Source: an optimization exercise on an open RTL-to-GDS flow (aim: small area, a short achievable clock period and few clock cycles per item). Production flows keep margins and buffers that such runs may drop. At most, simulation tests tie the RTL to the original design; equivalence was not proved.

== exp/violet ==
==> module adf4350_plan, before the edit <==
module adf4350_plan (
    input  wire        clk,
    input  wire        rst,           
    input  wire        in_valid,
    output wire        in_ready,
    input  wire [31:0] in_f,          
    input  wire [15:0] in_ref,        
    output wire        out_valid,
    input  wire        out_ready,
    output wire [2:0]  out_div,
    output wire [22:0] out_int,
    output wire [22:0] out_frac,
    output wire [22:0] out_mod
);
    reg        busy;
    reg        done;
    reg [3:0]  cnt;         
    reg [2:0]  div_r;
    reg [23:0] q_r;         
    reg        c_r;         
    reg [2:0]  r5;
    reg [22:0] rem;         
    reg [20:0] mod_q;       
    wire accept = in_valid & in_ready;
    assign in_ready  = ~busy & (~done | out_ready);
    assign out_valid = done;
    reg [2:0] div_sel;
    always @(*) begin
        if      (in_f < 32'd68750)   div_sel = 3'd6;
        else if (in_f < 32'd137500)  div_sel = 3'd5;
        else if (in_f < 32'd275000)  div_sel = 3'd4;
        else if (in_f < 32'd550000)  div_sel = 3'd3;
        else if (in_f < 32'd1100000) div_sel = 3'd2;
        else if (in_f < 32'd2200000) div_sel = 3'd1;
        else                         div_sel = 3'd0;
    end
    wire [5:0]  top_d5 = in_f[31:24] / 3'd5;
    wire [2:0]  top_r5 = in_f[31:24] % 3'd5;
    wire [23:0] f_sh   = div_sel[0] ? {in_f[22:0], 1'b0} : in_f[23:0];
    wire [20:0] mod25  = ({5'd0, in_ref} << 4) + ({5'd0, in_ref} << 3) + {5'd0, in_ref};
    wire        zero_in = (cnt < {2'b00, div_r[2:1]});
    wire        n1 = q_r[23] & ~zero_in;
    wire        n2 = q_r[22] & ~zero_in;
    wire [3:0]  t1  = {r5, n1};                  
    wire        c1  = (t1 >= 4'd5);
    wire [2:0]  r51 = c1 ? (t1 - 4'd5) : t1[2:0];
    wire [23:0] rs1 = {rem, c_r};
    wire [24:0] sb1 = busy ? {2'b00, mod_q, 2'b00} : {25{c_r}};
    wire [24:0] tr1 = {1'b0, rs1} - sb1;
    wire        ge1 = ~tr1[24];
    wire [22:0] rm1 = ge1 ? tr1[22:0] : rs1[22:0];
    wire [3:0]  t2  = {r51, n2};
    wire        c2  = (t2 >= 4'd5);
    wire [2:0]  r52 = c2 ? (t2 - 4'd5) : t2[2:0];
    wire [23:0] rs2 = {rm1, c1};
    wire [24:0] tr2 = {1'b0, rs2} - {2'b00, mod_q, 2'b00};
    wire        ge2 = ~tr2[24];
    wire [22:0] rm2 = ge2 ? tr2[22:0] : rs2[22:0];
    assign out_div  = div_r;
    assign out_int  = q_r[22:0];
    assign out_frac = tr1[23:1];
    assign out_mod  = {mod_q, 2'b00};
    always @(posedge clk) begin
        if (rst) begin
            busy <= 1'b0;
            done <= 1'b0;
        end else if (accept) begin
            busy <= 1'b1;
            done <= 1'b0;
        end else if (busy) begin
            if (cnt == 4'd0) begin
                busy <= 1'b0;
                done <= 1'b1;
            end
        end else if (out_ready) begin
            done <= 1'b0;
        end
        if (accept) begin
            div_r <= div_sel;
            cnt   <= 4'd11 + {2'b00, div_sel[2:1]};
            q_r   <= f_sh;
            c_r   <= top_d5[0];
            r5    <= top_r5;
            rem   <= {18'd0, top_d5[5:1]};
            mod_q <= mod25;
        end else if (busy) begin
            cnt <= cnt - 4'd1;
            q_r <= {q_r[21:0], ge1, ge2};
            c_r <= c2;
            r5  <= r52;
            rem <= rm2;
        end
    end
endmodule
==> flow/config.mk <==
export PLATFORM = sky130hd
export DESIGN_NAME = adf4350_plan
export DESIGN_NICKNAME = adf4350_plan
export VERILOG_FILES = /design/flow/design.v
export SDC_FILE = /design/flow/constraint.sdc
export NUM_CORES = 4
export LEC_CHECK = 0
export ABC_AREA = 1
export CAP_MARGIN = 20
export CORE_MARGIN = 2
export CORE_UTILIZATION = 60
export SETUP_SLACK_MARGIN = 2.2
export SLEW_MARGIN = 20
==> flow/constraint.sdc <==
create_clock -name core_clock -period 7.0 [get_ports {clk}]
set_input_delay 1.4000 -clock core_clock [delete_from_list [all_inputs] [get_ports {clk}]]
set_output_delay 1.4000 -clock core_clock [all_outputs]
set_load 0.01 [all_outputs]
standard.sh (not shown) runs the stock make flow with config.mk's settings and CLKGATE_MAP_FILE= SYNTH_SCRIPT=/design/flow/synth_recipe.tcl, a recipe that flattens the netlist after the stock synthesis.
==> flow/flow/run.sh <==
#!/bin/bash
set -euo pipefail
export BUFFER_PORTS_ARGS="-buffer_cell sky130_fd_sc_hd__buf_1"
bash standard.sh > orfs_make.log 2>&1
diff inputs: exp/violet => exp/quartz
==> flow/design.v <==
module adf4350_plan (
    input  wire        clk,
    input  wire        rst,           
    input  wire        in_valid,
    output wire        in_ready,
    input  wire [31:0] in_f,          
    input  wire [15:0] in_ref,        
    output wire        out_valid,
    input  wire        out_ready,
    output wire [2:0]  out_div,
    output wire [22:0] out_int,
    output wire [22:0] out_frac,
    output wire [22:0] out_mod
);
    reg        prep;
    reg        busy;
    reg        done;
    reg [3:0]  cnt;         
    reg [2:0]  div_r;
    reg [22:0] q_r;         
    reg        c_r;         
    reg [2:0]  r5;
    reg [22:0] rem;         
    reg [20:0] mod_q;       
    wire accept = in_valid & in_ready;
    assign in_ready  = ~prep & ~busy & (~done | out_ready);
    assign out_valid = done;
    reg [2:0] div_sel;
    always @(*) begin
        if      (in_f < 32'd68750)   div_sel = 3'd6;
        else if (in_f < 32'd137500)  div_sel = 3'd5;
        else if (in_f < 32'd275000)  div_sel = 3'd4;
        else if (in_f < 32'd550000)  div_sel = 3'd3;
        else if (in_f < 32'd1100000) div_sel = 3'd2;
        else if (in_f < 32'd2200000) div_sel = 3'd1;
        else                         div_sel = 3'd0;
    end
    wire        odd    = div_sel[0];
    wire [21:0] g_lo   = odd ? {in_f[20:0], 1'b0} : in_f[21:0];
    wire [9:0]  xt     = odd ? {9'd0, in_f[21]} : in_f[31:22];
    wire        big    = |in_f[31:23];               
    wire [9:0]  px     = rem[9:0];
    wire [7:0]  p_d5   = px / 3'd5;                  
    wire [2:0]  p_r5   = px % 3'd5;
    wire [6:0]  p_p    = p_d5[7:1];
    wire        p_q    = q_r[22] && (p_p >= 7'd100);
    wire [6:0]  p_rm   = p_q ? (p_p - 7'd100) : p_p;
    wire [20:0] mod25  = ({5'd0, in_ref} << 4) + ({5'd0, in_ref} << 3) + {5'd0, in_ref};
    wire        zero_in = (cnt < {2'b00, div_r[2:1]});
    wire        n1 = q_r[21] & ~zero_in;
    wire        n2 = q_r[20] & ~zero_in;
    wire [3:0]  t1  = {r5, n1};                  
    wire        c1  = (t1 >= 4'd5);
    wire [2:0]  r51 = c1 ? (t1 - 4'd5) : t1[2:0];
    wire [3:0]  t2  = {r51, n2};
    wire        c2  = (t2 >= 4'd5);
    wire [2:0]  r52 = c2 ? (t2 - 4'd5) : t2[2:0];
    wire [23:0] rs1 = {rem, c_r};
    wire [24:0] tr1 = {1'b0, rs1} - {2'b00, mod_q, 2'b00};
    wire        ge1 = ~tr1[24];
    wire [22:0] rm1 = ge1 ? tr1[22:0] : rs1[22:0];
    wire [23:0] rs2 = {rm1, c1};
    wire [24:0] tr2 = {1'b0, rs2} - {2'b00, mod_q, 2'b00};
    wire        ge2 = ~tr2[24];
    wire [22:0] rm2 = ge2 ? tr2[22:0] : rs2[22:0];
    wire [1:0]  dig = {ge1, ge2};
    assign out_div  = div_r;
    assign out_int  = q_r;
    assign out_frac = rem + {22'd0, c_r};
    assign out_mod  = {mod_q, 2'b00};
    always @(posedge clk) begin
        if (rst) begin
            prep <= 1'b0;
            busy <= 1'b0;
            done <= 1'b0;
        end else if (accept) begin
            prep <= big;
            busy <= ~big;
            done <= 1'b0;
        end else if (prep) begin
            prep <= 1'b0;
            busy <= 1'b1;
        end else if (busy) begin
            if (cnt == 4'd0) begin
                busy <= 1'b0;
                done <= 1'b1;
            end
        end else if (out_ready) begin
            done <= 1'b0;
        end
        if (accept) begin
            div_r <= div_sel;
            cnt   <= 4'd10 + {2'b00, div_sel[2:1]};
            q_r   <= {big & (in_ref == 16'd1), g_lo};
            c_r   <= 1'b0;
            r5    <= {2'd0, xt[0]};
            rem   <= big ? {13'd0, xt} : 23'd0;
            mod_q <= mod25;
        end else if (prep) begin
            q_r[22] <= p_q;
            c_r     <= p_d5[0];
            r5      <= p_r5;
            rem     <= {16'd0, p_rm};
        end else if (busy) begin
            cnt <= cnt - 4'd1;
            q_r <= {q_r[22], q_r[19:0], dig};
            c_r <= c2;
            r5  <= r52;
            rem <= rm2;
        end
    end
endmodule
[summary]
- Post-layout net count: exp/quartz and exp/violet compared, higher one is exp/quartz
- Compared to exp/violet, exp/quartz has die area about 1.5% higher.
- exp/violet → exp/quartz: total half-perimeter wirelength after legalization and detailed placement went up by about 5.4%; core utilization went up by 0.63 points.
- Compared with exp/violet, exp/quartz degrades summed area of non-filler cells in the final layout.
- From exp/violet to exp/quartz the numbers moved as follows: global-route usage over all layers moved up, minimum hold slack now sits higher, total wire length closely matched the old numbers.
- The end of the critical path comes out rem[2] in one run and out_frac[22] in the other, namely in exp/quartz and exp/violet respectively.
- Number of vias per cell after detailed routing (exp/quartz vs. exp/violet) increases by a few percent
- When the final numbers for exp/quartz and exp/violet were put side by side, the number of instances in the synthesized netlist turned out to be smaller in exp/quartz.
- Higher final critical-path share of the clock period goes to exp/quartz over exp/violet.
No functional check of the RTL was part of any run of this note.

---

Setup of old:
adf4350_plan, a different RTL version from the one above (not shown whole).
For scale: ~1300 cells after synthesis, about 81 flip-flops, roughly 130 I/O pins.
==> module adf4350_plan, before the edit <==
module adf4350_plan (
    input  wire        clk,
    input  wire        rst,           
    input  wire        in_valid,
    output wire        in_ready,
    input  wire [31:0] in_f,          
    input  wire [15:0] in_ref,        
    output wire        out_valid,
    input  wire        out_ready,
    output wire [2:0]  out_div,
    output wire [22:0] out_int,
    output wire [22:0] out_frac,
    output wire [22:0] out_mod
);
    reg        busy;
    reg        done;
    reg [3:0]  cnt;         
    reg [2:0]  div_r;
    reg [23:0] q_r;         
    reg        c_r;         
    reg [2:0]  r5;
    reg [22:0] rem;         
    reg [20:0] mod_q;       
    wire accept = in_valid & in_ready;
    assign in_ready  = ~busy & (~done | out_ready);
    assign out_valid = done;
    reg [2:0] div_sel;
    always @(*) begin
        if      (in_f < 32'd68750)   div_sel = 3'd6;
        else if (in_f < 32'd137500)  div_sel = 3'd5;
        else if (in_f < 32'd275000)  div_sel = 3'd4;
        else if (in_f < 32'd550000)  div_sel = 3'd3;
        else if (in_f < 32'd1100000) div_sel = 3'd2;
        else if (in_f < 32'd2200000) div_sel = 3'd1;
        else                         div_sel = 3'd0;
    end
    wire [3:0]  top_a  = in_f[31:28];
    wire [4:0]  top_s  = {1'b0, in_f[31:28]} + {1'b0, in_f[27:24]};
    wire [2:0]  top_sq = top_s / 3'd5;
    wire [5:0]  top_d5 = {2'd0, top_a} + {1'b0, top_a, 1'b0} + {3'd0, top_sq};
    wire [2:0]  top_r5 = top_s % 3'd5;
    wire [23:0] f_sh   = div_sel[0] ? {in_f[22:0], 1'b0} : in_f[23:0];
    wire [20:0] mod25  = ({5'd0, in_ref} << 4) + ({5'd0, in_ref} << 3) + {5'd0, in_ref};
    wire        zero_in = (cnt < {2'b00, div_r[2:1]});
    wire        n1 = q_r[23] & ~zero_in;
    wire        n2 = q_r[22] & ~zero_in;
    wire [3:0]  t1  = {r5, n1};                  
    wire        c1  = (t1 >= 4'd5);
    wire [2:0]  r51 = c1 ? (t1 - 4'd5) : t1[2:0];
    wire [23:0] rs1 = {rem, c_r};
    wire [24:0] tr1 = {1'b0, rs1} - {2'b00, mod_q, 2'b00};
    wire        ge1 = ~tr1[24];
    wire [22:0] rm1 = ge1 ? tr1[22:0] : rs1[22:0];
    wire [3:0]  t2  = {r51, n2};
    wire        c2  = (t2 >= 4'd5);
    wire [2:0]  r52 = c2 ? (t2 - 4'd5) : t2[2:0];
    wire [23:0] rs2 = {rm1, c1};
    wire [24:0] tr2 = {1'b0, rs2} - {2'b00, mod_q, 2'b00};
    wire        ge2 = ~tr2[24];
    wire [22:0] rm2 = ge2 ? tr2[22:0] : rs2[22:0];
    assign out_div  = div_r;
    assign out_int  = q_r[22:0];
    assign out_frac = rem + {22'd0, c_r};
    assign out_mod  = {mod_q, 2'b00};
    always @(posedge clk) begin
        if (rst) begin
            busy <= 1'b0;
            done <= 1'b0;
        end else if (accept) begin
            busy <= 1'b1;
            done <= 1'b0;
        end else if (busy) begin
            if (cnt == 4'd0) begin
                busy <= 1'b0;
                done <= 1'b1;
            end
        end else if (out_ready) begin
            done <= 1'b0;
        end
        if (accept) begin
            div_r <= div_sel;
            cnt   <= 4'd11 + {2'b00, div_sel[2:1]};
            q_r   <= f_sh;
            c_r   <= top_d5[0];
            r5    <= top_r5;
            rem   <= {18'd0, top_d5[5:1]};
            mod_q <= mod25;
        end else if (busy) begin
            cnt <= cnt - 4'd1;
            q_r <= {q_r[21:0], ge1, ge2};
            c_r <= c2;
            r5  <= r52;
            rem <= rm2;
        end
    end
endmodule
export LEC_CHECK = 0
export ABC_AREA = 1
export CAP_MARGIN = 20
export CORE_MARGIN = 2
export CORE_UTILIZATION = 60
export SETUP_SLACK_MARGIN = 2.2
export SLEW_MARGIN = 20
create_clock -name core_clock -period 7.0 [get_ports {clk}]
Scripts as last shown in full above: flow/flow/run.sh
For new, these inputs were changed with respect to old:
-- flow/design.v --
<<< old, line 35
        else                         div_sel = 3'd0;
    end
    wire [3:0]  top_a  = in_f[31:28];
    wire [4:0]  top_s  = {1'b0, in_f[31:28]} + {1'b0, in_f[27:24]};
    wire [2:0]  top_sq = top_s / 3'd5;
    wire [5:0]  top_d5 = {2'd0, top_a} + {1'b0, top_a, 1'b0} + {3'd0, top_sq};
    wire [2:0]  top_r5 = top_s % 3'd5;
    wire [23:0] f_sh   = div_sel[0] ? {in_f[22:0], 1'b0} : in_f[23:0];
    wire [20:0] mod25  = ({5'd0, in_ref} << 4) + ({5'd0, in_ref} << 3) + {5'd0, in_ref};
>>> new, line 35
        else                         div_sel = 3'd0;
    end
    wire [5:0]  top_d5 = in_f[31:24] / 3'd5;
    wire [2:0]  top_r5 = in_f[31:24] % 3'd5;
    wire [23:0] f_sh   = div_sel[0] ? {in_f[22:0], 1'b0} : in_f[23:0];
    wire [20:0] mod25  = ({5'd0, in_ref} << 4) + ({5'd0, in_ref} << 3) + {5'd0, in_ref};
Notes after the runs:
- new finished every stage and its layout cleared the timing, DRC and antenna checks.
- As far as quantity of hold-fixing buffers added after cts goes, old and new are indistinguishable; the numbers are identical.
- Cell count: new < old
- From old to new the numbers moved as follows: sequential cell count held, proportion of layout cells with a drive suffix above 1 went up 5.9 points, number of global-route vias before repair went down 1233, minimum hold slack went up 18 ps, design area went down 6.6%.
- The via count reported for new is lower than the one for old.
- When new is measured against old, its number of filler instances in the final layout turns out 163 lower.
- Of the two candidates, old has the better minimum setup slack after placement and new the worse one.
Testbench counts of new, summed over its fixed seeds: cycles 21,748, items 1,600.
No functional check of the RTL was part of old.

[static timing again, ports no longer ideal]
No port has a modelled driver above. Below, the same layouts with a new extraction and two added sets of constraints. Step 1, drivers: a clkbuf_16 drives clk and a buf_2 each remaining input, both assumed. Step 2 adds t to the input delays and takes it off the output delays; t is the mean of the earliest and latest rising clock arrival at the registers after step 1. Input paths then give back, and output paths get back, about the clock's delay inside the block. Three values: ideal ports, drivers, drivers and shift; two values: the first two.
| run | shift t [ns] | setup slack, ns | hold WS [ns] | clock arrival spread, ns | worst data-port slew with drivers (ns) |
|---|---|---|---|---|---|
| exp/violet | 0.389 | 1.949 / 1.907 / 1.985 | 0.478 / 0.478 / 0.478 | 0.006 / 0.006 | 0.05 |
| exp/quartz | 0.387 | 1.305 / 1.305 / 1.305 | 0.561 / 0.561 / 0.561 | 0.012 / 0.012 | 0.04 |
| old | 0.392 | 2.451 / 2.474 / 2.083 | 0.517 / 0.517 / 0.517 | 0.011 / 0.012 | 0.05 |
| new | 0.390 | 2.438 / 2.405 / 2.173 | 0.535 / 0.535 / 0.535 | 0.010 / 0.010 | 0.05 |
After both steps setup and hold are still met in every run listed. The setup slack of old, which loses most, moves by +0.023 ns with the drivers and by -0.368 ns with both steps.
